Context: an optimization exercise on an open-source flow, tuned for small area, a short achievable clock period and few clock cycles. The choices shown serve that exercise and are no tape-out recipe. Where RTL was checked, it was by simulation tests only, not by an equivalence proof against the original. Power is estimated from default activity; no workload was simulated.

==> module css_descramble, before the edit <==
module css_descramble (
    input  wire        clk,
    input  wire        rst,          
    input  wire        in_valid,
    output wire        in_ready,
    input  wire [31:0] in_data,
    input  wire [39:0] in_key,       
    input  wire [7:0]  in_cmi,
    output wire        out_valid,
    input  wire        out_ready,
    output wire [31:0] out_data
);
    reg  [31:0] obuf;
    reg         ov;
    reg  [8:0]  wcnt;           
    reg         gate;           
    reg  [31:0] o1w;            
    reg  [31:0] ssum;           
    reg  [3:0]  cg, cp;         
    reg         carry;
    reg  [7:0]  o0c;            
    reg  [2:0]  o0f;            
    function [7:0] rev8(input [7:0] b);
        integer k;
        begin
            for (k = 0; k < 8; k = k + 1) rev8[k] = b[7-k];
        end
    endfunction
    function [7:0] t2(input [7:0] i);
        t2 = i ^ (i >> 3) ^ (i >> 6);
    endfunction
    function [7:0] t3(input [2:0] i);
        t3 = (i[0] ? 8'h24 : 8'h00) ^ (i[1] ? 8'h49 : 8'h00) ^ (i[2] ? 8'h92 : 8'h00);
    endfunction
    function [8:0] add8(input [7:0] a, input [7:0] b);
        integer k;
        reg c;
        begin
            c = 1'b0;
            for (k = 0; k < 8; k = k + 1) begin
                add8[k] = a[k] ^ b[k] ^ c;
                c = (a[k] & b[k]) | ((a[k] ^ b[k]) & c);
            end
            add8[8] = c;
        end
    endfunction
    function [31:0] lfsr1_word(input [31:0] w);
        reg [8:0] lo;
        reg [7:0] hi, o;
        integer k;
        begin
            hi = {w[8], w[23:17]};
            lo = {w[16], w[31:24]};
            for (k = 0; k < 4; k = k + 1) begin
                o  = t2(hi) ^ t3(lo[2:0]);
                hi = lo[8:1];
                lo = {lo[0], o};
                lfsr1_word[8*k +: 8] = o;
            end
        end
    endfunction
    function [10:0] o0_of(input [23:0] x);
        reg [24:0] l;
        reg [7:0]  k;
        begin
            l = {x[23:3], 1'b1, x[2:0]};
            k = l[24:17] ^ l[21:14] ^ l[20:13] ^ {l[12:8], 3'd0};
            o0_of = {k ^ {5'd0, k[7:5]}, k[2:0] ^ l[7:5]};
        end
    endfunction
    wire take = in_valid && in_ready;
    wire [7:0] b0 = in_data[7:0], b1 = in_data[15:8];
    wire [31:0] o1n = o1w;
    wire [7:0]  a0  = rev8({o0c[7:3], o0f});
    wire [7:0]  a1  = rev8(o0c);
    wire [8:0]  sn0 = add8(a0, ~rev8(o1n[7:0]));
    wire [8:0]  sn1 = add8(a1, ~rev8(o1n[15:8]));
    wire [8:0]  sn2 = add8(a1, ~rev8(o1n[23:16]));
    wire [8:0]  sn3 = add8(a1, ~rev8(o1n[31:24]));
    wire        pn0 = &sn0[7:0];
    wire        pn1 = &sn1[7:0];
    wire        pn2 = &sn2[7:0];
    wire        pn3 = &sn3[7:0];
    wire [3:0]  cgn, cpn;
    assign cgn[0] = sn0[8];
    assign cpn[0] = pn0;
    assign cgn[1] = sn1[8] | (pn1 & sn0[8]);
    assign cpn[1] = pn1 & pn0;
    assign cgn[2] = sn2[8] | (pn2 & sn1[8]) | (pn2 & pn1 & sn0[8]);
    assign cpn[2] = pn2 & pn1 & pn0;
    assign cgn[3] = sn3[8] | (pn3 & sn2[8]) | (pn3 & pn2 & sn1[8]) | (pn3 & pn2 & pn1 & sn0[8]);
    assign cpn[3] = pn3 & pn2 & pn1 & pn0;
    wire [3:0] bc;              
    wire [31:0] ks;
    assign bc = {cg[2:0] | (cp[2:0] & {3{carry}}), carry};
    genvar j;
    generate
        for (j = 0; j < 4; j = j + 1) begin : g_ks
            wire [7:0] sj = ssum[8*j +: 8];
            assign ks[8*j +: 8] = sj ^ ({sj[6:0] & {sj[5:0], 1'b1} & {sj[4:0], 2'b11} & {sj[3:0], 3'b111}
                                         & {sj[2:0], 4'hF} & {sj[1:0], 5'h1F} & {sj[0], 6'h3F}, 1'b1}
                                        & {8{bc[j]}});
        end
    endgenerate
    wire carry_next = cg[3] | (cp[3] & carry);
    wire [31:0] t1w;
    css_t1 u_t10 (.a(in_data[7:0]),   .t1(t1w[7:0]));
    css_t1 u_t11 (.a(in_data[15:8]),  .t1(t1w[15:8]));
    css_t1 u_t12 (.a(in_data[23:16]), .t1(t1w[23:16]));
    css_t1 u_t13 (.a(in_data[31:24]), .t1(t1w[31:24]));
    wire scr = gate && wcnt[8:5] != 4'd0;      
    always @(posedge clk) begin
        if (rst) begin
            ov   <= 1'b0;
            wcnt <= 9'd0;
        end else begin
            if (take) begin
                ov   <= 1'b1;
                wcnt <= wcnt + 9'd1;
            end else if (out_ready) begin
                ov   <= 1'b0;
            end
        end
        if (take) begin
            obuf <= scr ? (t1w ^ ks) : in_data;
            if (wcnt == 9'd5)
                gate <= b0[5:4] != 2'b00;
            if (wcnt == 9'd21) begin
                gate  <= gate && in_cmi[7] && in_key != 40'd0;
                o1w   <= {in_key[7:0] ^ b0, in_key[14:8] ^ b1[6:0], 1'b1, 7'd0, in_key[15] ^ b1[7], in_data[23:16]};
                o0c   <= in_data[31:24];
                carry <= 1'b0;
            end
            if (wcnt == 9'd22)
                {o0c, o0f} <= o0_of(in_key[39:16] ^ {b0, o0c, o1w[7:0]});
            if (wcnt >= 9'd30)
                o1w  <= lfsr1_word(o1w);
            if (wcnt >= 9'd31) begin
                ssum <= {sn3[7:0], sn2[7:0], sn1[7:0], sn0[7:0]};
                cg   <= cgn;
                cp   <= cpn;
            end
            if (wcnt == 9'd31)
                o0f <= o0c[2:0];
            if (wcnt[8:5] != 4'd0)
                carry <= carry_next;
        end
    end
    assign in_ready  = out_ready;
    assign out_valid = ov;
    assign out_data  = obuf;
endmodule
Settings: LEC_CHECK=0, ABC_CLOCK_PERIOD_IN_PS=2600, CAP_MARGIN=20, CORE_MARGIN=2, CORE_UTILIZATION=40, PLACE_DENSITY=0.6, SETUP_SLACK_MARGIN=3.4, SLEW_MARGIN=20; clock period 6.0 ns.
standard.sh (not shown) runs the stock make flow with config.mk's settings and CLKGATE_MAP_FILE= SYNTH_SCRIPT=/design/flow/synth_recipe.tcl, a recipe that flattens the netlist after the stock synthesis.
==> flow/flow/run.sh <==
#!/bin/bash
# Layout flow: the standard ORFS flow (standard.sh, unchanged synthesis), with two
# extra ORFS settings passed to make:
#  - the port buffers that buffer_ports inserts on every input and output are
#    sky130_fd_sc_hd__buf_1 instead of the cell it picks by default (clkdlybuf4s50_1);
#  - RECOVER_POWER: after global-route timing repair, cells on paths with slack to spare
#    are downsized.
# make's full output goes to flow_make.log here; each ORFS step keeps its own log under
# orfs/logs/.
set -euo pipefail
EXTRA=(
  "BUFFER_PORTS_ARGS=-buffer_cell sky130_fd_sc_hd__buf_1"
)
if [[ -f flow/extra.txt ]]; then
  while IFS= read -r line; do
    [[ -n "$line" ]] && EXTRA+=("$line")
  done < flow/extra.txt
fi
bash standard.sh "${EXTRA[@]}" finish > flow_make.log 2>&1
Rerun with:
--- a/flow/design.v
+++ b/flow/design.v
@@ -32,10 +32,9 @@
     reg         ov;
     reg  [8:0]  wcnt;           
     reg         gate;           
     reg  [31:0] o1w;            
-    reg  [31:0] ssum;           
-    reg  [3:0]  cg, cp;         
+    reg  [39:0] ssum;           
     reg         carry;
     reg  [7:0]  o0c;            
     reg  [2:0]  o0f;            
     function [7:0] rev8(input [7:0] b);
@@ -48,20 +47,8 @@
         t2 = i ^ (i >> 3) ^ (i >> 6);
     endfunction
     function [7:0] t3(input [2:0] i);
         t3 = (i[0] ? 8'h24 : 8'h00) ^ (i[1] ? 8'h49 : 8'h00) ^ (i[2] ? 8'h92 : 8'h00);
-    endfunction
-    function [8:0] add8(input [7:0] a, input [7:0] b);
-        integer k;
-        reg c;
-        begin
-            c = 1'b0;
-            for (k = 0; k < 8; k = k + 1) begin
-                add8[k] = a[k] ^ b[k] ^ c;
-                c = (a[k] & b[k]) | ((a[k] ^ b[k]) & c);
-            end
-            add8[8] = c;
-        end
     endfunction
     function [31:0] lfsr1_word(input [31:0] w);
         reg [8:0] lo;
         reg [7:0] hi, o;
@@ -90,38 +77,29 @@
     wire [7:0] b0 = in_data[7:0], b1 = in_data[15:8];
     wire [31:0] o1n = o1w;
     wire [7:0]  a0  = rev8({o0c[7:3], o0f});
     wire [7:0]  a1  = rev8(o0c);
-    wire [8:0]  sn0 = add8(a0, ~rev8(o1n[7:0]));
-    wire [8:0]  sn1 = add8(a1, ~rev8(o1n[15:8]));
-    wire [8:0]  sn2 = add8(a1, ~rev8(o1n[23:16]));
-    wire [8:0]  sn3 = add8(a1, ~rev8(o1n[31:24]));
+    wire [8:0]  sn0 = {1'b0, a0} + {1'b0, ~rev8(o1n[7:0])};
+    wire [8:0]  sn1 = {1'b0, a1} + {1'b0, ~rev8(o1n[15:8])};
+    wire [8:0]  sn2 = {1'b0, a1} + {1'b0, ~rev8(o1n[23:16])};
+    wire [8:0]  sn3 = {1'b0, a1} + {1'b0, ~rev8(o1n[31:24])};
     wire        pn0 = &sn0[7:0];
     wire        pn1 = &sn1[7:0];
     wire        pn2 = &sn2[7:0];
     wire        pn3 = &sn3[7:0];
-    wire [3:0]  cgn, cpn;
-    assign cgn[0] = sn0[8];
-    assign cpn[0] = pn0;
-    assign cgn[1] = sn1[8] | (pn1 & sn0[8]);
-    assign cpn[1] = pn1 & pn0;
-    assign cgn[2] = sn2[8] | (pn2 & sn1[8]) | (pn2 & pn1 & sn0[8]);
-    assign cpn[2] = pn2 & pn1 & pn0;
-    assign cgn[3] = sn3[8] | (pn3 & sn2[8]) | (pn3 & pn2 & sn1[8]) | (pn3 & pn2 & pn1 & sn0[8]);
-    assign cpn[3] = pn3 & pn2 & pn1 & pn0;
     wire [3:0] bc;              
     wire [31:0] ks;
-    assign bc = {cg[2:0] | (cp[2:0] & {3{carry}}), carry};
+    assign bc[0] = carry;
     genvar j;
     generate
         for (j = 0; j < 4; j = j + 1) begin : g_ks
-            wire [7:0] sj = ssum[8*j +: 8];
-            assign ks[8*j +: 8] = sj ^ ({sj[6:0] & {sj[5:0], 1'b1} & {sj[4:0], 2'b11} & {sj[3:0], 3'b111}
-                                         & {sj[2:0], 4'hF} & {sj[1:0], 5'h1F} & {sj[0], 6'h3F}, 1'b1}
-                                        & {8{bc[j]}});
+            wire [9:0] sj = ssum[10*j +: 10];
+            if (j < 3)
+                assign bc[j+1] = sj[8] | (sj[9] & bc[j]);
+            assign ks[8*j +: 8] = sj[7:0] + {7'd0, bc[j]};
         end
     endgenerate
-    wire carry_next = cg[3] | (cp[3] & carry);
+    wire carry_next = ssum[38] | (ssum[39] & bc[3]);
     wire [31:0] t1w;
     css_t1 u_t10 (.a(in_data[7:0]),   .t1(t1w[7:0]));
     css_t1 u_t11 (.a(in_data[15:8]),  .t1(t1w[15:8]));
     css_t1 u_t12 (.a(in_data[23:16]), .t1(t1w[23:16]));
@@ -144,21 +122,18 @@
             if (wcnt == 9'd5)
                 gate <= b0[5:4] != 2'b00;
             if (wcnt == 9'd21) begin
                 gate  <= gate && in_cmi[7] && in_key != 40'd0;
-                o1w   <= {in_key[7:0] ^ b0, in_key[14:8] ^ b1[6:0], 1'b1, 7'd0, in_key[15] ^ b1[7], in_data[23:16]};
-                o0c   <= in_data[31:24];
+                o1w   <= {in_key[7:0] ^ b0, in_key[14:8] ^ b1[6:0], 1'b1, 7'd0, in_key[15] ^ b1[7], 8'd0};
+                {o0c, o0f} <= o0_of({8'd0, in_key[31:16] ^ in_data[31:16]});
                 carry <= 1'b0;
             end
             if (wcnt == 9'd22)
-                {o0c, o0f} <= o0_of(in_key[39:16] ^ {b0, o0c, o1w[7:0]});
+                {o0c, o0f} <= {o0c, o0f} ^ o0_of({in_key[39:32] ^ b0, 16'd0});
             if (wcnt >= 9'd30)
                 o1w  <= lfsr1_word(o1w);
-            if (wcnt >= 9'd31) begin
-                ssum <= {sn3[7:0], sn2[7:0], sn1[7:0], sn0[7:0]};
-                cg   <= cgn;
-                cp   <= cpn;
-            end
+            if (wcnt >= 9'd31)
+                ssum <= {pn3, sn3, pn2, sn2, pn1, sn1, pn0, sn0};
             if (wcnt == 9'd31)
                 o0f <= o0c[2:0];
             if (wcnt[8:5] != 4'd0)
                 carry <= carry_next;
Result:
- The changed run finished clean
- die area rises by a few percent
- register-to-register slack is better by 1.8 ns
- power rises by a few percent
- global-route usage falls by 1.1 points
- core utilization falls by 0.55 points
- routed wire length rises by a few percent
Testbench counts after the change, summed over its fixed seeds: cycles 32,776.
Function not checked in the first run of this note: the RTL went through the layout flow alone.

## what the ideal ports hide
In the flow no input, the clock included, has a driving cell. The finished layouts below were timed again as built, in two steps.
Step 1: set_driving_cell puts a clkbuf_16 on clk and a buf_2 on each other input, an assumption about the parent block.
Step 2 adds t to the input delays and takes it off the output delays; t is the mean of the earliest and latest rising clock arrival at the registers after step 1. Input paths then give back, and output paths get back, about the clock's delay inside the block.
a / b / c = no drivers / after step 1 / after step 2; a / b = the first two.
run	t (ns)	slack for setup (ns)	latest minus earliest clock arrival (ns)
the first run	0.473	1.697 / 1.697 / 1.697	0.013 / 0.014
the second run	0.467	3.392 / 3.349 / 2.983	0.008 / 0.007
After both steps every run listed still meets setup and hold. For the second run, which loses most, drivers alone change the setup slack by -0.043 ns; drivers and shift together by -0.409 ns.
